This design comes from an exercise in tuning for small area, a short achievable clock period and few clock cycles on the open sky130 flow, not from production work.
In this exercise RTL edits were held to simulation tests only and were not proved equivalent to the original.

--- flow/design.v ---
module rs_codec (
    input  wire       clk,
    input  wire       rst,
    input  wire       in_valid,
    output wire       in_ready,
    input  wire [7:0] in_data,
    input  wire       in_mode,
    output wire       out_valid,
    output wire [7:0] out_data,
    output wire       out_ok,
    output wire       out_last
);
    localparam integer N  = 155;   
    localparam integer K  = 123;   
    localparam integer NP = 32;    
    localparam integer T  = 16;    
    function [7:0] gf_xtime(input [7:0] a);
        gf_xtime = {a[6:0], 1'b0} ^ (a[7] ? 8'h87 : 8'h00);
    endfunction
    function [7:0] gf_mul(input [7:0] a, input [7:0] b);
        integer i;
        reg [7:0] p, x;
        begin
            p = 8'h00;
            x = a;
            for (i = 0; i < 8; i = i + 1) begin
                if (b[i]) p = p ^ x;
                x = gf_xtime(x);
            end
            gf_mul = p;
        end
    endfunction
    function [7:0] gf_apow(input integer e);
        case (e % 255)
            0: gf_apow = 8'h01;
            1: gf_apow = 8'h02;
            2: gf_apow = 8'h04;
            3: gf_apow = 8'h08;
            4: gf_apow = 8'h10;
            5: gf_apow = 8'h20;
            6: gf_apow = 8'h40;
            7: gf_apow = 8'h80;
            8: gf_apow = 8'h87;
            9: gf_apow = 8'h89;
            10: gf_apow = 8'h95;
            11: gf_apow = 8'had;
            12: gf_apow = 8'hdd;
            13: gf_apow = 8'h3d;
            14: gf_apow = 8'h7a;
            15: gf_apow = 8'hf4;
            16: gf_apow = 8'h6f;
            17: gf_apow = 8'hde;
            18: gf_apow = 8'h3b;
            19: gf_apow = 8'h76;
            20: gf_apow = 8'hec;
            21: gf_apow = 8'h5f;
            22: gf_apow = 8'hbe;
            23: gf_apow = 8'hfb;
            24: gf_apow = 8'h71;
            25: gf_apow = 8'he2;
            26: gf_apow = 8'h43;
            27: gf_apow = 8'h86;
            28: gf_apow = 8'h8b;
            29: gf_apow = 8'h91;
            30: gf_apow = 8'ha5;
            31: gf_apow = 8'hcd;
            32: gf_apow = 8'h1d;
            33: gf_apow = 8'h3a;
            34: gf_apow = 8'h74;
            35: gf_apow = 8'he8;
            36: gf_apow = 8'h57;
            37: gf_apow = 8'hae;
            38: gf_apow = 8'hdb;
            39: gf_apow = 8'h31;
            40: gf_apow = 8'h62;
            41: gf_apow = 8'hc4;
            42: gf_apow = 8'h0f;
            43: gf_apow = 8'h1e;
            44: gf_apow = 8'h3c;
            45: gf_apow = 8'h78;
            46: gf_apow = 8'hf0;
            47: gf_apow = 8'h67;
            48: gf_apow = 8'hce;
            49: gf_apow = 8'h1b;
            50: gf_apow = 8'h36;
            51: gf_apow = 8'h6c;
            52: gf_apow = 8'hd8;
            53: gf_apow = 8'h37;
            54: gf_apow = 8'h6e;
            55: gf_apow = 8'hdc;
            56: gf_apow = 8'h3f;
            57: gf_apow = 8'h7e;
            58: gf_apow = 8'hfc;
            59: gf_apow = 8'h7f;
            60: gf_apow = 8'hfe;
            61: gf_apow = 8'h7b;
            62: gf_apow = 8'hf6;
            63: gf_apow = 8'h6b;
            64: gf_apow = 8'hd6;
            65: gf_apow = 8'h2b;
            66: gf_apow = 8'h56;
            67: gf_apow = 8'hac;
            68: gf_apow = 8'hdf;
            69: gf_apow = 8'h39;
            70: gf_apow = 8'h72;
            71: gf_apow = 8'he4;
            72: gf_apow = 8'h4f;
            73: gf_apow = 8'h9e;
            74: gf_apow = 8'hbb;
            75: gf_apow = 8'hf1;
            76: gf_apow = 8'h65;
            77: gf_apow = 8'hca;
            78: gf_apow = 8'h13;
            79: gf_apow = 8'h26;
            80: gf_apow = 8'h4c;
            81: gf_apow = 8'h98;
            82: gf_apow = 8'hb7;
            83: gf_apow = 8'he9;
            84: gf_apow = 8'h55;
            85: gf_apow = 8'haa;
            86: gf_apow = 8'hd3;
            87: gf_apow = 8'h21;
            88: gf_apow = 8'h42;
            89: gf_apow = 8'h84;
            90: gf_apow = 8'h8f;
            91: gf_apow = 8'h99;
            92: gf_apow = 8'hb5;
            93: gf_apow = 8'hed;
            94: gf_apow = 8'h5d;
            95: gf_apow = 8'hba;
            96: gf_apow = 8'hf3;
            97: gf_apow = 8'h61;
            98: gf_apow = 8'hc2;
            99: gf_apow = 8'h03;
            100: gf_apow = 8'h06;
            101: gf_apow = 8'h0c;
            102: gf_apow = 8'h18;
            103: gf_apow = 8'h30;
            104: gf_apow = 8'h60;
            105: gf_apow = 8'hc0;
            106: gf_apow = 8'h07;
            107: gf_apow = 8'h0e;
            108: gf_apow = 8'h1c;
            109: gf_apow = 8'h38;
            110: gf_apow = 8'h70;
            111: gf_apow = 8'he0;
            112: gf_apow = 8'h47;
            113: gf_apow = 8'h8e;
            114: gf_apow = 8'h9b;
            115: gf_apow = 8'hb1;
            116: gf_apow = 8'he5;
            117: gf_apow = 8'h4d;
            118: gf_apow = 8'h9a;
            119: gf_apow = 8'hb3;
            120: gf_apow = 8'he1;
            121: gf_apow = 8'h45;
            122: gf_apow = 8'h8a;
            123: gf_apow = 8'h93;
            124: gf_apow = 8'ha1;
            125: gf_apow = 8'hc5;
            126: gf_apow = 8'h0d;
            127: gf_apow = 8'h1a;
            128: gf_apow = 8'h34;
            129: gf_apow = 8'h68;
            130: gf_apow = 8'hd0;
            131: gf_apow = 8'h27;
            132: gf_apow = 8'h4e;
            133: gf_apow = 8'h9c;
            134: gf_apow = 8'hbf;
            135: gf_apow = 8'hf9;
            136: gf_apow = 8'h75;
            137: gf_apow = 8'hea;
            138: gf_apow = 8'h53;
            139: gf_apow = 8'ha6;
            140: gf_apow = 8'hcb;
            141: gf_apow = 8'h11;
            142: gf_apow = 8'h22;
            143: gf_apow = 8'h44;
            144: gf_apow = 8'h88;
            145: gf_apow = 8'h97;
            146: gf_apow = 8'ha9;
            147: gf_apow = 8'hd5;
            148: gf_apow = 8'h2d;
            149: gf_apow = 8'h5a;
            150: gf_apow = 8'hb4;
            151: gf_apow = 8'hef;
            152: gf_apow = 8'h59;
            153: gf_apow = 8'hb2;
            154: gf_apow = 8'he3;
            155: gf_apow = 8'h41;
            156: gf_apow = 8'h82;
            157: gf_apow = 8'h83;
            158: gf_apow = 8'h81;
            159: gf_apow = 8'h85;
            160: gf_apow = 8'h8d;
            161: gf_apow = 8'h9d;
            162: gf_apow = 8'hbd;
            163: gf_apow = 8'hfd;
            164: gf_apow = 8'h7d;
            165: gf_apow = 8'hfa;
            166: gf_apow = 8'h73;
            167: gf_apow = 8'he6;
            168: gf_apow = 8'h4b;
            169: gf_apow = 8'h96;
            170: gf_apow = 8'hab;
            171: gf_apow = 8'hd1;
            172: gf_apow = 8'h25;
            173: gf_apow = 8'h4a;
            174: gf_apow = 8'h94;
            175: gf_apow = 8'haf;
            176: gf_apow = 8'hd9;
            177: gf_apow = 8'h35;
            178: gf_apow = 8'h6a;
            179: gf_apow = 8'hd4;
            180: gf_apow = 8'h2f;
            181: gf_apow = 8'h5e;
            182: gf_apow = 8'hbc;
            183: gf_apow = 8'hff;
            184: gf_apow = 8'h79;
            185: gf_apow = 8'hf2;
            186: gf_apow = 8'h63;
            187: gf_apow = 8'hc6;
            188: gf_apow = 8'h0b;
            189: gf_apow = 8'h16;
            190: gf_apow = 8'h2c;
            191: gf_apow = 8'h58;
            192: gf_apow = 8'hb0;
            193: gf_apow = 8'he7;
            194: gf_apow = 8'h49;
            195: gf_apow = 8'h92;
            196: gf_apow = 8'ha3;
            197: gf_apow = 8'hc1;
            198: gf_apow = 8'h05;
            199: gf_apow = 8'h0a;
            200: gf_apow = 8'h14;
            201: gf_apow = 8'h28;
            202: gf_apow = 8'h50;
            203: gf_apow = 8'ha0;
            204: gf_apow = 8'hc7;
            205: gf_apow = 8'h09;
            206: gf_apow = 8'h12;
            207: gf_apow = 8'h24;
            208: gf_apow = 8'h48;
            209: gf_apow = 8'h90;
            210: gf_apow = 8'ha7;
            211: gf_apow = 8'hc9;
            212: gf_apow = 8'h15;
            213: gf_apow = 8'h2a;
            214: gf_apow = 8'h54;
            215: gf_apow = 8'ha8;
            216: gf_apow = 8'hd7;
            217: gf_apow = 8'h29;
            218: gf_apow = 8'h52;
            219: gf_apow = 8'ha4;
            220: gf_apow = 8'hcf;
            221: gf_apow = 8'h19;
            222: gf_apow = 8'h32;
            223: gf_apow = 8'h64;
            224: gf_apow = 8'hc8;
            225: gf_apow = 8'h17;
            226: gf_apow = 8'h2e;
            227: gf_apow = 8'h5c;
            228: gf_apow = 8'hb8;
            229: gf_apow = 8'hf7;
            230: gf_apow = 8'h69;
            231: gf_apow = 8'hd2;
            232: gf_apow = 8'h23;
            233: gf_apow = 8'h46;
            234: gf_apow = 8'h8c;
            235: gf_apow = 8'h9f;
            236: gf_apow = 8'hb9;
            237: gf_apow = 8'hf5;
            238: gf_apow = 8'h6d;
            239: gf_apow = 8'hda;
            240: gf_apow = 8'h33;
            241: gf_apow = 8'h66;
            242: gf_apow = 8'hcc;
            243: gf_apow = 8'h1f;
            244: gf_apow = 8'h3e;
            245: gf_apow = 8'h7c;
            246: gf_apow = 8'hf8;
            247: gf_apow = 8'h77;
            248: gf_apow = 8'hee;
            249: gf_apow = 8'h5b;
            250: gf_apow = 8'hb6;
            251: gf_apow = 8'heb;
            252: gf_apow = 8'h51;
            253: gf_apow = 8'ha2;
            254: gf_apow = 8'hc3;
            default: gf_apow = 8'h00;
        endcase
    endfunction
    function [7:0] gf_inv(input [7:0] a);
        case (a)
            8'h00: gf_inv = 8'h00;
            8'h01: gf_inv = 8'h01;
            8'h02: gf_inv = 8'hc3;
            8'h03: gf_inv = 8'h82;
            8'h04: gf_inv = 8'ha2;
            8'h05: gf_inv = 8'h7e;
            8'h06: gf_inv = 8'h41;
            8'h07: gf_inv = 8'h5a;
            8'h08: gf_inv = 8'h51;
            8'h09: gf_inv = 8'h36;
            8'h0a: gf_inv = 8'h3f;
            8'h0b: gf_inv = 8'hac;
            8'h0c: gf_inv = 8'he3;
            8'h0d: gf_inv = 8'h68;
            8'h0e: gf_inv = 8'h2d;
            8'h0f: gf_inv = 8'h2a;
            8'h10: gf_inv = 8'heb;
            8'h11: gf_inv = 8'h9b;
            8'h12: gf_inv = 8'h1b;
            8'h13: gf_inv = 8'h35;
            8'h14: gf_inv = 8'hdc;
            8'h15: gf_inv = 8'h1e;
            8'h16: gf_inv = 8'h56;
            8'h17: gf_inv = 8'ha5;
            8'h18: gf_inv = 8'hb2;
            8'h19: gf_inv = 8'h74;
            8'h1a: gf_inv = 8'h34;
            8'h1b: gf_inv = 8'h12;
            8'h1c: gf_inv = 8'hd5;
            8'h1d: gf_inv = 8'h64;
            8'h1e: gf_inv = 8'h15;
            8'h1f: gf_inv = 8'hdd;
            8'h20: gf_inv = 8'hb6;
            8'h21: gf_inv = 8'h4b;
            8'h22: gf_inv = 8'h8e;
            8'h23: gf_inv = 8'hfb;
            8'h24: gf_inv = 8'hce;
            8'h25: gf_inv = 8'he9;
            8'h26: gf_inv = 8'hd9;
            8'h27: gf_inv = 8'ha1;
            8'h28: gf_inv = 8'h6e;
            8'h29: gf_inv = 8'hdb;
            8'h2a: gf_inv = 8'h0f;
            8'h2b: gf_inv = 8'h2c;
            8'h2c: gf_inv = 8'h2b;
            8'h2d: gf_inv = 8'h0e;
            8'h2e: gf_inv = 8'h91;
            8'h2f: gf_inv = 8'hf1;
            8'h30: gf_inv = 8'h59;
            8'h31: gf_inv = 8'hd7;
            8'h32: gf_inv = 8'h3a;
            8'h33: gf_inv = 8'hf4;
            8'h34: gf_inv = 8'h1a;
            8'h35: gf_inv = 8'h13;
            8'h36: gf_inv = 8'h09;
            8'h37: gf_inv = 8'h50;
            8'h38: gf_inv = 8'ha9;
            8'h39: gf_inv = 8'h63;
            8'h3a: gf_inv = 8'h32;
            8'h3b: gf_inv = 8'hf5;
            8'h3c: gf_inv = 8'hc9;
            8'h3d: gf_inv = 8'hcc;
            8'h3e: gf_inv = 8'had;
            8'h3f: gf_inv = 8'h0a;
            8'h40: gf_inv = 8'h5b;
            8'h41: gf_inv = 8'h06;
            8'h42: gf_inv = 8'he6;
            8'h43: gf_inv = 8'hf7;
            8'h44: gf_inv = 8'h47;
            8'h45: gf_inv = 8'hbf;
            8'h46: gf_inv = 8'hbe;
            8'h47: gf_inv = 8'h44;
            8'h48: gf_inv = 8'h67;
            8'h49: gf_inv = 8'h7b;
            8'h4a: gf_inv = 8'hb7;
            8'h4b: gf_inv = 8'h21;
            8'h4c: gf_inv = 8'haf;
            8'h4d: gf_inv = 8'h53;
            8'h4e: gf_inv = 8'h93;
            8'h4f: gf_inv = 8'hff;
            8'h50: gf_inv = 8'h37;
            8'h51: gf_inv = 8'h08;
            8'h52: gf_inv = 8'hae;
            8'h53: gf_inv = 8'h4d;
            8'h54: gf_inv = 8'hc4;
            8'h55: gf_inv = 8'hd1;
            8'h56: gf_inv = 8'h16;
            8'h57: gf_inv = 8'ha4;
            8'h58: gf_inv = 8'hd6;
            8'h59: gf_inv = 8'h30;
            8'h5a: gf_inv = 8'h07;
            8'h5b: gf_inv = 8'h40;
            8'h5c: gf_inv = 8'h8b;
            8'h5d: gf_inv = 8'h9d;
            8'h5e: gf_inv = 8'hbb;
            8'h5f: gf_inv = 8'h8c;
            8'h60: gf_inv = 8'hef;
            8'h61: gf_inv = 8'h81;
            8'h62: gf_inv = 8'ha8;
            8'h63: gf_inv = 8'h39;
            8'h64: gf_inv = 8'h1d;
            8'h65: gf_inv = 8'hd4;
            8'h66: gf_inv = 8'h7a;
            8'h67: gf_inv = 8'h48;
            8'h68: gf_inv = 8'h0d;
            8'h69: gf_inv = 8'he2;
            8'h6a: gf_inv = 8'hca;
            8'h6b: gf_inv = 8'hb0;
            8'h6c: gf_inv = 8'hc7;
            8'h6d: gf_inv = 8'hde;
            8'h6e: gf_inv = 8'h28;
            8'h6f: gf_inv = 8'hda;
            8'h70: gf_inv = 8'h97;
            8'h71: gf_inv = 8'hd2;
            8'h72: gf_inv = 8'hf2;
            8'h73: gf_inv = 8'h84;
            8'h74: gf_inv = 8'h19;
            8'h75: gf_inv = 8'hb3;
            8'h76: gf_inv = 8'hb9;
            8'h77: gf_inv = 8'h87;
            8'h78: gf_inv = 8'ha7;
            8'h79: gf_inv = 8'he4;
            8'h7a: gf_inv = 8'h66;
            8'h7b: gf_inv = 8'h49;
            8'h7c: gf_inv = 8'h95;
            8'h7d: gf_inv = 8'h99;
            8'h7e: gf_inv = 8'h05;
            8'h7f: gf_inv = 8'ha3;
            8'h80: gf_inv = 8'hee;
            8'h81: gf_inv = 8'h61;
            8'h82: gf_inv = 8'h03;
            8'h83: gf_inv = 8'hc2;
            8'h84: gf_inv = 8'h73;
            8'h85: gf_inv = 8'hf3;
            8'h86: gf_inv = 8'hb8;
            8'h87: gf_inv = 8'h77;
            8'h88: gf_inv = 8'he0;
            8'h89: gf_inv = 8'hf8;
            8'h8a: gf_inv = 8'h9c;
            8'h8b: gf_inv = 8'h5c;
            8'h8c: gf_inv = 8'h5f;
            8'h8d: gf_inv = 8'hba;
            8'h8e: gf_inv = 8'h22;
            8'h8f: gf_inv = 8'hfa;
            8'h90: gf_inv = 8'hf0;
            8'h91: gf_inv = 8'h2e;
            8'h92: gf_inv = 8'hfe;
            8'h93: gf_inv = 8'h4e;
            8'h94: gf_inv = 8'h98;
            8'h95: gf_inv = 8'h7c;
            8'h96: gf_inv = 8'hd3;
            8'h97: gf_inv = 8'h70;
            8'h98: gf_inv = 8'h94;
            8'h99: gf_inv = 8'h7d;
            8'h9a: gf_inv = 8'hea;
            8'h9b: gf_inv = 8'h11;
            8'h9c: gf_inv = 8'h8a;
            8'h9d: gf_inv = 8'h5d;
            8'h9e: gf_inv = 8'hbc;
            8'h9f: gf_inv = 8'hec;
            8'ha0: gf_inv = 8'hd8;
            8'ha1: gf_inv = 8'h27;
            8'ha2: gf_inv = 8'h04;
            8'ha3: gf_inv = 8'h7f;
            8'ha4: gf_inv = 8'h57;
            8'ha5: gf_inv = 8'h17;
            8'ha6: gf_inv = 8'he5;
            8'ha7: gf_inv = 8'h78;
            8'ha8: gf_inv = 8'h62;
            8'ha9: gf_inv = 8'h38;
            8'haa: gf_inv = 8'hab;
            8'hab: gf_inv = 8'haa;
            8'hac: gf_inv = 8'h0b;
            8'had: gf_inv = 8'h3e;
            8'hae: gf_inv = 8'h52;
            8'haf: gf_inv = 8'h4c;
            8'hb0: gf_inv = 8'h6b;
            8'hb1: gf_inv = 8'hcb;
            8'hb2: gf_inv = 8'h18;
            8'hb3: gf_inv = 8'h75;
            8'hb4: gf_inv = 8'hc0;
            8'hb5: gf_inv = 8'hfd;
            8'hb6: gf_inv = 8'h20;
            8'hb7: gf_inv = 8'h4a;
            8'hb8: gf_inv = 8'h86;
            8'hb9: gf_inv = 8'h76;
            8'hba: gf_inv = 8'h8d;
            8'hbb: gf_inv = 8'h5e;
            8'hbc: gf_inv = 8'h9e;
            8'hbd: gf_inv = 8'hed;
            8'hbe: gf_inv = 8'h46;
            8'hbf: gf_inv = 8'h45;
            8'hc0: gf_inv = 8'hb4;
            8'hc1: gf_inv = 8'hfc;
            8'hc2: gf_inv = 8'h83;
            8'hc3: gf_inv = 8'h02;
            8'hc4: gf_inv = 8'h54;
            8'hc5: gf_inv = 8'hd0;
            8'hc6: gf_inv = 8'hdf;
            8'hc7: gf_inv = 8'h6c;
            8'hc8: gf_inv = 8'hcd;
            8'hc9: gf_inv = 8'h3c;
            8'hca: gf_inv = 8'h6a;
            8'hcb: gf_inv = 8'hb1;
            8'hcc: gf_inv = 8'h3d;
            8'hcd: gf_inv = 8'hc8;
            8'hce: gf_inv = 8'h24;
            8'hcf: gf_inv = 8'he8;
            8'hd0: gf_inv = 8'hc5;
            8'hd1: gf_inv = 8'h55;
            8'hd2: gf_inv = 8'h71;
            8'hd3: gf_inv = 8'h96;
            8'hd4: gf_inv = 8'h65;
            8'hd5: gf_inv = 8'h1c;
            8'hd6: gf_inv = 8'h58;
            8'hd7: gf_inv = 8'h31;
            8'hd8: gf_inv = 8'ha0;
            8'hd9: gf_inv = 8'h26;
            8'hda: gf_inv = 8'h6f;
            8'hdb: gf_inv = 8'h29;
            8'hdc: gf_inv = 8'h14;
            8'hdd: gf_inv = 8'h1f;
            8'hde: gf_inv = 8'h6d;
            8'hdf: gf_inv = 8'hc6;
            8'he0: gf_inv = 8'h88;
            8'he1: gf_inv = 8'hf9;
            8'he2: gf_inv = 8'h69;
            8'he3: gf_inv = 8'h0c;
            8'he4: gf_inv = 8'h79;
            8'he5: gf_inv = 8'ha6;
            8'he6: gf_inv = 8'h42;
            8'he7: gf_inv = 8'hf6;
            8'he8: gf_inv = 8'hcf;
            8'he9: gf_inv = 8'h25;
            8'hea: gf_inv = 8'h9a;
            8'heb: gf_inv = 8'h10;
            8'hec: gf_inv = 8'h9f;
            8'hed: gf_inv = 8'hbd;
            8'hee: gf_inv = 8'h80;
            8'hef: gf_inv = 8'h60;
            8'hf0: gf_inv = 8'h90;
            8'hf1: gf_inv = 8'h2f;
            8'hf2: gf_inv = 8'h72;
            8'hf3: gf_inv = 8'h85;
            8'hf4: gf_inv = 8'h33;
            8'hf5: gf_inv = 8'h3b;
            8'hf6: gf_inv = 8'he7;
            8'hf7: gf_inv = 8'h43;
            8'hf8: gf_inv = 8'h89;
            8'hf9: gf_inv = 8'he1;
            8'hfa: gf_inv = 8'h8f;
            8'hfb: gf_inv = 8'h23;
            8'hfc: gf_inv = 8'hc1;
            8'hfd: gf_inv = 8'hb5;
            8'hfe: gf_inv = 8'h92;
            8'hff: gf_inv = 8'h4f;
            default: gf_inv = 8'h00;
        endcase
    endfunction
    function [7:0] gen_coef(input integer idx);
        case (idx)
            0: gen_coef = 8'h3b;
            1: gen_coef = 8'hb6;
            2: gen_coef = 8'h87;
            3: gen_coef = 8'h77;
            4: gen_coef = 8'hcd;
            5: gen_coef = 8'hdb;
            6: gen_coef = 8'hb3;
            7: gen_coef = 8'hfb;
            8: gen_coef = 8'hc5;
            9: gen_coef = 8'hac;
            10: gen_coef = 8'he8;
            11: gen_coef = 8'h4c;
            12: gen_coef = 8'hf2;
            13: gen_coef = 8'h54;
            14: gen_coef = 8'h0d;
            15: gen_coef = 8'h85;
            16: gen_coef = 8'h82;
            17: gen_coef = 8'h0d;
            18: gen_coef = 8'hfe;
            19: gen_coef = 8'hb1;
            20: gen_coef = 8'h37;
            21: gen_coef = 8'hab;
            22: gen_coef = 8'hb5;
            23: gen_coef = 8'h99;
            24: gen_coef = 8'he5;
            25: gen_coef = 8'hb9;
            26: gen_coef = 8'h3c;
            27: gen_coef = 8'hf2;
            28: gen_coef = 8'h97;
            29: gen_coef = 8'h9e;
            30: gen_coef = 8'h3f;
            31: gen_coef = 8'h95;
            default: gen_coef = 8'h00;
        endcase
    endfunction
    reg        in_ready_q;
    assign in_ready = in_ready_q;
    wire       acc = in_valid & in_ready_q;
    reg  [7:0] nb_pos;           
    reg        nb_mode;          
    reg        nb_buf;           
    wire       nb_first = (nb_pos == 8'd0);
    wire       nb_last  = nb_mode ? (nb_pos == N-1) : (nb_pos == K-1);
    reg        a_v;              
    reg  [7:0] a_d;
    reg  [7:0] a_pos;
    reg        a_mode;
    reg        a_buf;
    always @(posedge clk) begin
        a_d    <= in_data;
        a_pos  <= nb_pos;
        a_mode <= nb_first ? in_mode : nb_mode;
        a_buf  <= nb_buf;
        if (rst) begin
            a_v     <= 1'b0;
            nb_pos  <= 8'd0;
            nb_buf  <= 1'b0;
            nb_mode <= 1'b0;
        end else begin
            a_v <= acc;
            if (acc) begin
                if (nb_first) nb_mode <= in_mode;
                if (!nb_first && nb_last) begin
                    nb_pos <= 8'd0;
                    nb_buf <= ~nb_buf;
                end else begin
                    nb_pos <= nb_pos + 8'd1;
                end
            end
        end
    end
    wire a_push    = a_v & (a_pos < K);
    wire a_lastpay = a_v & (a_pos == K-1);
    wire a_dec     = a_v & a_mode;
    wire a_declast = a_v & a_mode & (a_pos == N-1);
    reg  [7:0] sacc  [1:NP];
    reg  [7:0] snext [1:NP];
    integer i, j;
    always @* begin
        for (j = 1; j <= NP; j = j + 1)
            snext[j] = ((a_pos == 8'd0) ? 8'h00 : gf_mul(sacc[j], gf_apow(j))) ^ a_d;
    end
    always @(posedge clk) begin
        if (a_dec)
            for (j = 1; j <= NP; j = j + 1) sacc[j] <= snext[j];
    end
    reg  [7:0] buf0 [0:K-1];
    reg  [7:0] buf1 [0:K-1];
    wire       push0 = a_push & ~a_buf;
    wire       push1 = a_push &  a_buf;
    wire       pop0, pop1;
    wire       shift0 = push0 | pop0;
    wire       shift1 = push1 | pop1;
    always @(posedge clk) begin
        if (shift0) begin
            for (i = 0; i < K - 1; i = i + 1) buf0[i] <= buf0[i+1];
            buf0[K-1] <= a_d;
        end
        if (shift1) begin
            for (i = 0; i < K - 1; i = i + 1) buf1[i] <= buf1[i+1];
            buf1[K-1] <= a_d;
        end
    end
    localparam [1:0] D_IDLE = 2'd0, D_BM = 2'd1, D_CNT = 2'd2, D_DONE = 2'd3;
    reg  [1:0] dstate;
    reg  [7:0] synd [1:NP];      
    reg  [7:0] lam  [0:T];
    reg  [7:0] bpol [0:T];       
    reg  [7:0] gam;
    reg  [7:0] rho;
    reg  [7:0] dup;              
    reg  [7:0] pa;               
    reg  [5:0] len;
    reg  [5:0] k;
    reg  [1:0] ph;
    reg  [5:0] cc;
    reg  [4:0] nroots;
    reg        dok;
    reg        chk;              
    wire       dec_take;
    wire       om_act  = (dstate == D_CNT) && !chk && (k < 6'd16);
    wire       ch      = (dup != 8'h00) && ({len, 1'b0} <= {1'b0, k});
    wire       bm_last = (k == NP - 1);
    reg  [7:0] u_lam [0:8];
    reg  [7:0] u_bp  [0:8];      
    reg  [7:0] u_new [0:8];
    always @* begin
        for (i = 0; i <= 8; i = i + 1) begin
            if (ph == 2'd0) begin
                u_lam[i] = (i < 8) ? lam[9+i] : 8'h00;
                u_bp[i]  = (i < 8) ? bpol[8+i] : 8'h00;
            end else begin
                u_lam[i] = lam[i];
                u_bp[i]  = (i == 0) ? 8'h00 : bpol[i-1];
            end
            u_new[i] = gf_mul(gam, u_lam[i]) ^ gf_mul(dup, u_bp[i]);
        end
    end
    reg  [7:0] h_lam [0:8];
    reg  [7:0] h_s   [0:8];
    reg  [8:0] h_msk;
    reg  [7:0] h_dot;
    always @* begin
        for (i = 0; i <= 8; i = i + 1) begin
            if (ph == 2'd1) begin
                h_lam[i] = (i < 8) ? lam[9+i] : 8'h00;
                h_s[i]   = (i < 8) ? synd[25-i] : 8'h00;
                h_msk[i] = (i < 8) && ({2'b00, k} >= 8'd9 + i);
            end else begin
                h_lam[i] = lam[i];
                h_s[i]   = (i == 0) ? synd[1] : synd[NP+1-i];
                h_msk[i] = ({2'b00, k} >= i);
            end
        end
        if (dstate == D_BM)
            h_msk = bm_last ? ((ph == 2'd2) ? 9'h001 : 9'h000) : 9'h1ff;
        h_dot = 8'h00;
        for (i = 0; i <= 8; i = i + 1)
            h_dot = h_dot ^ gf_mul(h_msk[i] ? h_lam[i] : 8'h00, h_s[i]);
    end
    wire [7:0] dnew = pa ^ h_dot;
    reg  [5:0] deg_cur;
    always @* begin
        deg_cur = 6'd0;
        for (j = 0; j <= T; j = j + 1)
            if (lam[j] != 8'h00) deg_cur = j;
    end
    reg  [7:0] ce [0:3];
    reg  [2:0] cz;
    always @* begin
        for (i = 0; i < 4; i = i + 1) begin
            ce[i] = 8'h00;
            for (j = 0; j <= T; j = j + 1)
                ce[i] = ce[i] ^ gf_mul(bpol[j], gf_apow(i * j));
        end
        cz = {2'b00, ce[0] == 8'h00} + {2'b00, ce[1] == 8'h00} +
             {2'b00, ce[2] == 8'h00} + {2'b00, (ce[3] == 8'h00) && (cc != 6'd38)};
    end
    wire       cnt_end   = (cc == 6'd38);   
    wire [4:0] nroots_nx = nroots + {2'b00, cz};
    always @(posedge clk) begin
        begin
            chk <= 1'b0;
            if ((dstate == D_BM && ph != 2'd0) || om_act) begin
                if (ph == 2'd1) begin
                    pa <= h_dot;
                    for (j = 2; j < NP; j = j + 1) synd[j] <= synd[j+1];
                    synd[NP] <= synd[1];
                    synd[1]  <= (dstate == D_BM && !bm_last) ? gf_mul(synd[2], rho) : synd[2];
                    rho <= gf_mul(rho, gf_apow(101));
                end else begin
                    if (dstate == D_BM) dup <= dnew;
                    if (om_act) begin
                        synd[17] <= dnew;    
                        k  <= k + 6'd1;
                        ph <= 2'd1;
                    end
                end
            end
            if (om_act && ph == 2'd1) ph <= 2'd2;
            case (dstate)
                D_IDLE: if (a_declast) begin
                    synd[1] <= gf_mul(snext[1], gf_apow(101));
                    dup     <= gf_mul(snext[1], gf_apow(101));
                    for (j = 2; j <= NP; j = j + 1) synd[j] <= snext[j];
                    rho <= gf_apow(202);
                    for (j = 0; j <= T; j = j + 1) begin
                        lam[j]  <= (j == 0) ? 8'h01 : 8'h00;
                        bpol[j] <= (j == 0) ? 8'h01 : 8'h00;
                    end
                    gam <= 8'h01;
                    len <= 6'd0;
                    k   <= 6'd0;
                    ph  <= 2'd0;
                    dstate <= D_BM;
                end
                D_BM: begin
                    case (ph)
                        2'd0: begin
                            for (j = 0; j < 8; j = j + 1) begin
                                lam[9+j]  <= u_new[j];
                                bpol[9+j] <= ch ? lam[9+j] : bpol[8+j];
                            end
                            ph <= 2'd1;
                        end
                        2'd1: begin
                            for (j = 0; j <= 8; j = j + 1) begin
                                lam[j]  <= u_new[j];
                                bpol[j] <= ch ? lam[j] : ((j == 0) ? 8'h00 : bpol[j-1]);
                            end
                            ph <= 2'd2;
                        end
                        default: begin
                            if (ch) begin
                                len <= k + 6'd1 - len;
                                gam <= dup;
                            end
                            k  <= k + 6'd1;
                            ph <= 2'd0;
                            if (bm_last) begin
                                synd[17] <= dnew;
                                chk      <= 1'b1;
                                dstate   <= D_CNT;
                            end
                        end
                    endcase
                end
                D_CNT: begin
                    if (chk) begin
                        k  <= 6'd1;
                        ph <= 2'd1;
                        cc <= 6'd0;
                        nroots <= 5'd0;
                        for (j = 0; j <= T; j = j + 1) bpol[j] <= lam[j];
                        if (len > T || deg_cur != len) begin
                            dok    <= 1'b0;
                            dstate <= D_DONE;
                        end
                    end else begin
                        for (j = 0; j <= T; j = j + 1)
                            bpol[j] <= gf_mul(bpol[j], gf_apow(4 * j));
                        nroots <= nroots_nx;
                        cc <= cc + 6'd1;
                        if (cnt_end) begin
                            dok    <= (nroots_nx == len[4:0]);
                            dstate <= D_DONE;
                        end
                    end
                end
                D_DONE: if (dec_take) dstate <= D_IDLE;
            endcase
            if (rst) begin
                dstate <= D_IDLE;
                chk    <= 1'b0;
            end
        end
    end
    localparam [1:0] O_IDLE = 2'd0, O_PRIME = 2'd1, O_PAY = 2'd2, O_PAR = 2'd3;
    reg  [1:0] ostate;
    reg        ob;               
    reg        o_mode;
    reg        o_ok;
    reg  [7:0] o_cnt;
    reg  [7:0] ct [0:32];
    reg  [7:0] corr_q;           
    reg        c1_root;          
    reg  [7:0] c1_osum, c1_inv;
    reg        o_pr;
    reg        out_valid_q, out_ok_q, out_last_q;
    reg  [7:0] out_data_q;
    assign out_valid = out_valid_q;
    assign out_data  = out_data_q;
    assign out_ok    = out_ok_q;
    assign out_last  = out_last_q;
    reg [1:0] hold, ns, bmode;
    wire [7:0] head   = ob ? buf1[0] : buf0[0];
    wire       push_o = ob ? push1 : push0;
    wire       ns_o   = ob ? ns[1] : ns[0];
    wire       hold_o = ob ? hold[1] : hold[0];
    wire       mode_o = ob ? bmode[1] : bmode[0];
    wire       pop    = (ostate == O_PAY) && (!ns_o || push_o);
    assign pop0 = pop & ~ob;
    assign pop1 = pop &  ob;
    wire       o_start = (ostate == O_IDLE) && hold_o && (!mode_o || dstate == D_DONE);
    assign dec_take = o_start && mode_o;
    wire       pay_end = pop && (o_cnt == K-1);
    reg  [7:0] lsum, lodd, osum;
    always @* begin
        lsum = 8'h00;
        lodd = 8'h00;
        osum = 8'h00;
        for (j = 0; j <= T; j = j + 1) begin
            lsum = lsum ^ ct[j];
            if (j % 2 == 1) lodd = lodd ^ ct[j];
        end
        for (j = T + 1; j <= 2 * T; j = j + 1) osum = osum ^ ct[j];
    end
    wire [7:0] corr_nx = c1_root ? gf_mul(c1_osum, c1_inv) : 8'h00;
    wire [7:0] fb = (ostate == O_PAR) ? 8'h00 : (head ^ ct[NP-1]);
    always @(posedge clk) begin
        begin
            if (a_push && a_pos == 8'd0) ns[a_buf] <= 1'b1;
            if (pay_end) hold[ob] <= 1'b0;
            if (a_lastpay) begin
                ns[a_buf]    <= 1'b0;
                hold[a_buf]  <= 1'b1;
                bmode[a_buf] <= a_mode;
            end
            out_valid_q <= 1'b0;
            out_last_q  <= 1'b0;
            case (ostate)
                O_IDLE: if (o_start) begin
                    o_mode <= mode_o;
                    o_cnt  <= 8'd0;
                    if (mode_o) begin
                        o_ok <= dok;
                        for (j = 0; j <= T; j = j + 1) ct[j] <= lam[j];
                        for (j = 0; j < T; j = j + 1) ct[T+1+j] <= synd[j+2];
                        o_pr   <= 1'b0;
                        ostate <= O_PRIME;
                    end else begin
                        o_ok <= 1'b1;
                        for (j = 0; j <= 2 * T; j = j + 1) ct[j] <= 8'h00;
                        ostate <= O_PAY;
                    end
                end
                O_PRIME: begin
                    corr_q  <= corr_nx;
                    c1_root <= (lsum == 8'h00);
                    c1_osum <= osum;
                    c1_inv  <= gf_inv(lodd);
                    for (j = 0; j <= T; j = j + 1) ct[j] <= gf_mul(ct[j], gf_apow(j));
                    for (j = 0; j < T; j = j + 1) ct[T+1+j] <= gf_mul(ct[T+1+j], gf_apow(j + 1));
                    o_pr <= 1'b1;
                    if (o_pr) ostate <= O_PAY;
                end
                O_PAY: if (pop) begin
                    out_valid_q <= 1'b1;
                    out_ok_q    <= o_ok;
                    o_cnt       <= o_cnt + 8'd1;
                    if (o_mode) begin
                        out_data_q <= o_ok ? (head ^ corr_q) : 8'h00;
                        out_last_q <= (o_cnt == K-1);
                        corr_q  <= corr_nx;
                        c1_root <= (lsum == 8'h00);
                        c1_osum <= osum;
                        c1_inv  <= gf_inv(lodd);
                        for (j = 0; j <= T; j = j + 1) ct[j] <= gf_mul(ct[j], gf_apow(j));
                        for (j = 0; j < T; j = j + 1) ct[T+1+j] <= gf_mul(ct[T+1+j], gf_apow(j + 1));
                        if (o_cnt == K-1) begin
                            ostate <= O_IDLE;
                            ob     <= ~ob;
                        end
                    end else begin
                        out_data_q <= head;
                        for (j = 0; j < NP; j = j + 1)
                            ct[j] <= ((j == 0) ? 8'h00 : ct[j-1]) ^ gf_mul(fb, gen_coef(j));
                        if (o_cnt == K-1) ostate <= O_PAR;
                    end
                end
                O_PAR: begin
                    out_valid_q <= 1'b1;
                    out_ok_q    <= 1'b1;
                    out_data_q  <= ct[NP-1];
                    out_last_q  <= (o_cnt == N-1);
                    o_cnt       <= o_cnt + 8'd1;
                    for (j = 0; j < NP; j = j + 1)
                        ct[j] <= (j == 0) ? 8'h00 : ct[j-1];
                    if (o_cnt == N-1) begin
                        ostate <= O_IDLE;
                        ob     <= ~ob;
                    end
                end
            endcase
            if (rst) begin
                ostate      <= O_IDLE;
                ob          <= 1'b0;
                out_valid_q <= 1'b0;
                hold        <= 2'b00;
                ns          <= 2'b00;
            end
        end
    end
    wire [7:0] c_pos = acc ? ((!nb_first && nb_last) ? 8'd0 : nb_pos + 8'd1) : nb_pos;
    wire       c_buf = (acc && !nb_first && nb_last) ? ~nb_buf : nb_buf;
    wire       pok0  = !hold[0] || (ostate == O_PAY && !ob);
    wire       pok1  = !hold[1] || (ostate == O_PAY &&  ob);
    wire       c_ok  = (c_pos < K)     ? (c_buf ? pok1 : pok0) :
                       (c_pos == N-1)  ? (dstate == D_IDLE) : 1'b1;
    always @(posedge clk) begin
        if (rst) in_ready_q <= 1'b0;
        else     in_ready_q <= c_ok;
    end
endmodule
--- flow/run.sh ---
#!/bin/bash
# synth_recipe.tcl (not shown) runs the flow's synth.tcl, then flattens the netlist and writes it again
# the make line also repeats each setting of config.mk as NAME=value (left out here)
make -C /OpenROAD-flow-scripts/flow DESIGN_CONFIG=/design/flow/config.mk WORK_HOME=/design/flow/orfs CLKGATE_MAP_FILE= SYNTH_SCRIPT=/design/flow/synth_recipe.tcl finish
--- flow/config.mk ---
export PLATFORM = sky130hd
export DESIGN_NAME = rs_codec
export DESIGN_NICKNAME = rs_codec
export VERILOG_FILES = /design/flow/design.v
export SDC_FILE = /design/flow/constraint.sdc
export NUM_CORES = 8
export LEC_CHECK = 0
export CAP_MARGIN = 20
export CORE_MARGIN = 2
export CORE_UTILIZATION = 45
export SLEW_MARGIN = 20
--- flow/constraint.sdc ---
create_clock -name core_clock -period 20.0 [get_ports {clk}]
set_input_delay 4.0000 -clock core_clock [delete_from_list [all_inputs] [get_ports {clk}]]
set_output_delay 4.0000 -clock core_clock [all_outputs]
set_load 0.01 [all_outputs]
==> out/metrics.yaml <==
status:
  outcome: "timing/DRC/antenna clean"
synth:
  ys_dominant_reg_cell: "edfxtp_1"
  synthArstFlopShare: 0
  ys_seq_elements: 3163
  synth_cell_type_count: 93
  synth-edff-count: 2841
  synth_area_per_cell_um2: 11.0
  synth_area_mm2: 0.179
  synth_seq_area_share: 0.513
  syn_nets: 16400
  syn_inst: 16300
  ys_warn_count: 15
grt:
  use_met3: 0.0798
  busiest_layer: "met2"
  use_met1: 0.438
  grt_max_degree: 208
  gr-total-overflow: 0
  antenna_found_initial: 52
  first_global_vias: 118000
  grt.total_usage: 0.320
  grtUsageMet2: 0.457
  grt_pass1_wl_mm: 920
detailed_routing:
  vias: 127000
  viasPerCell: 5.93
  dr.pass1.iters: 11
  avgRoutedWirePerCell_um: 30.7
  drcViolationCount: 0
  wl_mm: 659
  ant_nets: 0
  drt-initial-drc-count: 19900
timing:
  fin_ws_ps: 13000
  report.final.hold_viol_count: 0
  setup_viol: 0
  fin_crit_sh: 0.350
  period_needed_ps: 7000
  final_max_slew_viol_count: 0
  fmax_ghz: 0.143
  relSlewSlack: 0.107
  tightest_slew_ps: 1340
  fin_tns_setup_ps: 0
  skew_ps: 91.1
  rsz0062_at_grt: "false"
clock_network:
  htreeDepth: 5
  clkTransAtPathRegs_ps: 60
  tritoncts: "yes"
  cts_made_buffers: 337
  cts.sinks: 3163
  cts_setup_buffers: 0
  root_buffer: "clkbuf_16"
  cts_max_path_buffers: 4
  clk-insertion-delay-late_ps: 1000
  hold_buffers: 0
  ctsResizeCount: 0
floorplan:
  die_h_um: 634
  io_pins: 24
  rows: 231
  dieArea_mm2: 0.402
  initial_utilization: 0.452
  die_w_um: 634
  core_mm2: 0.396
critical_path:
  r2r-start: "bpol[3][5]"
  crit_path_end_kind: "register"
  cp.required_ps: 20810
  critical_path_peak_fanout: 7
  worstPathArrival_ps: 7810
  start_kind: "register"
  critPathKind: "register to register"
  critPathLaunch: "bpol[3][5]"
place:
  place.gp.congestion: 1.04
  place_ws_ps: 13160
  hpwlAfterDp_mm: 457
  port_buffers: 23
  dpl-instance-area_mm2: 0.185
final_layout:
  syn_to_final_growth_pct: 10.0
  finalNetCount: 16000
  drive_gt1_frac: 0.0819
  final_area_mm2: 0.197
min_path:
  hp-start: "nb_buf"
  hold_path.class: "register to register"
flow_run:
  drv_cap: 0
## sequential cells by signal (all words and copies together) (netlist names), 6 cells and up, named ones only
register and cells:
a_d 8, a_pos 8, bpol 136, buf0 984
buf1 984, c1_inv 8, c1_osum 8, cc 6
corr_q 8, ct 264, dup 8, gam 8
k 6, lam 136, len 6, nb_pos 8
o_cnt 8, out_data_q 8, pa 8, rho 8
sacc 256, synd 256
## layout make-up
cell class / count / area [um2]
clock inverters: 185 / 2060
flip-flops and latches: 3163 / 91800
well taps: 5242 / 6560
multi-input cells: 11800 / 82600
repair buffers: 524 / 4130
inverters: 80 / 309
diodes: 50 / 125
clock buffers: 422 / 9060
fillers: 35500 / 199000
## final timing paths
kind / endpoint / slack (ps) / cells after the start
setup / recovery: dok / 13000 / 17
hold / removal: a_buf / 380 / 0
setup reg to reg: dok / 13000 / 17
hold reg to reg: a_buf / 380 / 0
## stage by stage
stage               hold WS, ps  instances  utilization
finish                      380      21400        0.497
global route                394      21400        0.497
CTS                         383      21400        0.496
detailed placement          368      20800        0.468
global placement            369      20800        0.468
floorplan                   329      16300            -
## worst max-delay path: stages, from the launching register on
cell,delay (ps)
edfxtp_1,620
xnor2_1,830
xor2_1,290
xor2_1,640
xnor2_1,340
xnor2_1,670
xnor2_1,170
xnor2_1,170
xnor2_1,170
nor2_1,90
nor4bb_1,720
nand2_1,190
fa_1,480
inv_1,100
fa_1,440
xor2_1,180
or4_1,540
nor3_1,200
## Yosys cell counts (19+ instances only)
master	instances	area (um2)
xnor2_1	3646	31900
edfxtp_1	2841	85300
nand2_1	2059	7730
nor2_1	1389	5210
xor2_1	1160	10200
clkbuf_1	1073	4030
o21ai_0	449	2250
a21oi_1	408	2040
dfxtp_1	322	6450
a31oi_1	302	1890
mux2i_1	246	2460
a22oi_1	227	1700
nor3_1	215	1080
o221ai_1	168	1470
a222oi_1	163	1630
nor2b_1	163	1020
nand3_1	154	771
buf_1	110	413
mux2_2	110	1240
xnor3_1	93	2090
o211ai_1	79	593
nand2b_1	76	475
inv_1	73	274
buf_2	56	280
o22ai_1	51	319
a221oi_1	49	429
ha_1	49	613
a211oi_1	40	300
and3_1	36	225
and2_1	35	219
mux2i_2	31	427
or3_1	26	163
a21o_1	24	180
nor3b_1	22	165
nor4_1	22	138
o32ai_1	22	193
a311oi_1	20	175
or4_1	19	143
## layout by cell type, fill, tap and decap left out, types with 214 or more instances in the layout
cell       instances
a21oi_1          404
a22oi_1          227
a31oi_1          302
buf_4            488
clkbuf_16        347
dfxtp_1          309
edfxtp_1        2841
mux2i_1          229
nand2_1         2056
nor2_1          1378
nor3_1           214
o21ai_0          446
xnor2_1         3603
xor2_1          1147
## metal layers
metal,vias to the layer above,wire length (um)
met5,-,463
met3,1762,72200
li1,55400,-
met2,7670,274000
met4,16,46500
met1,62400,266000
## logic make-up after synthesis
family	after synthesis	share of synthesized area
simple gates	4296	0.101
fa+ha+maj	53	0.00388
mux	400	0.0247
flops	3163	0.513
buf+inv	1350	0.0300
compound gates	2115	0.0788
xor+xnor	4915	0.249
Testbench counts, summed over its fixed seeds: cycles 60,613.

separate check: timing with driven ports:
In the flow no input, the clock included, has a driving cell. The finished layout below was timed again as built, in two steps.
Step 1, drivers: a clkbuf_16 drives clk and a buf_2 each remaining input, both assumed.
Step 2, shift: input delay + t, output delay - t, t = (earliest + latest rising clock arrival at the registers) / 2. This alone moves slack from input paths to output paths.
Slacks: ideal ports / drivers / drivers and shift; pairs: ideal ports / drivers.
shift t [ns]: 1.060
setup WS [ns]: 12.998 / 12.998 / 12.998
worst setup path at the end: register to register
worst register clock-pin slew, ns: 0.08 / 0.08
worst slew at a driven data input, ns: 0.04
After both steps this run still meets setup and hold. For this run, drivers alone change the setup slack by 0.000 ns; drivers and shift together by 0.000 ns.
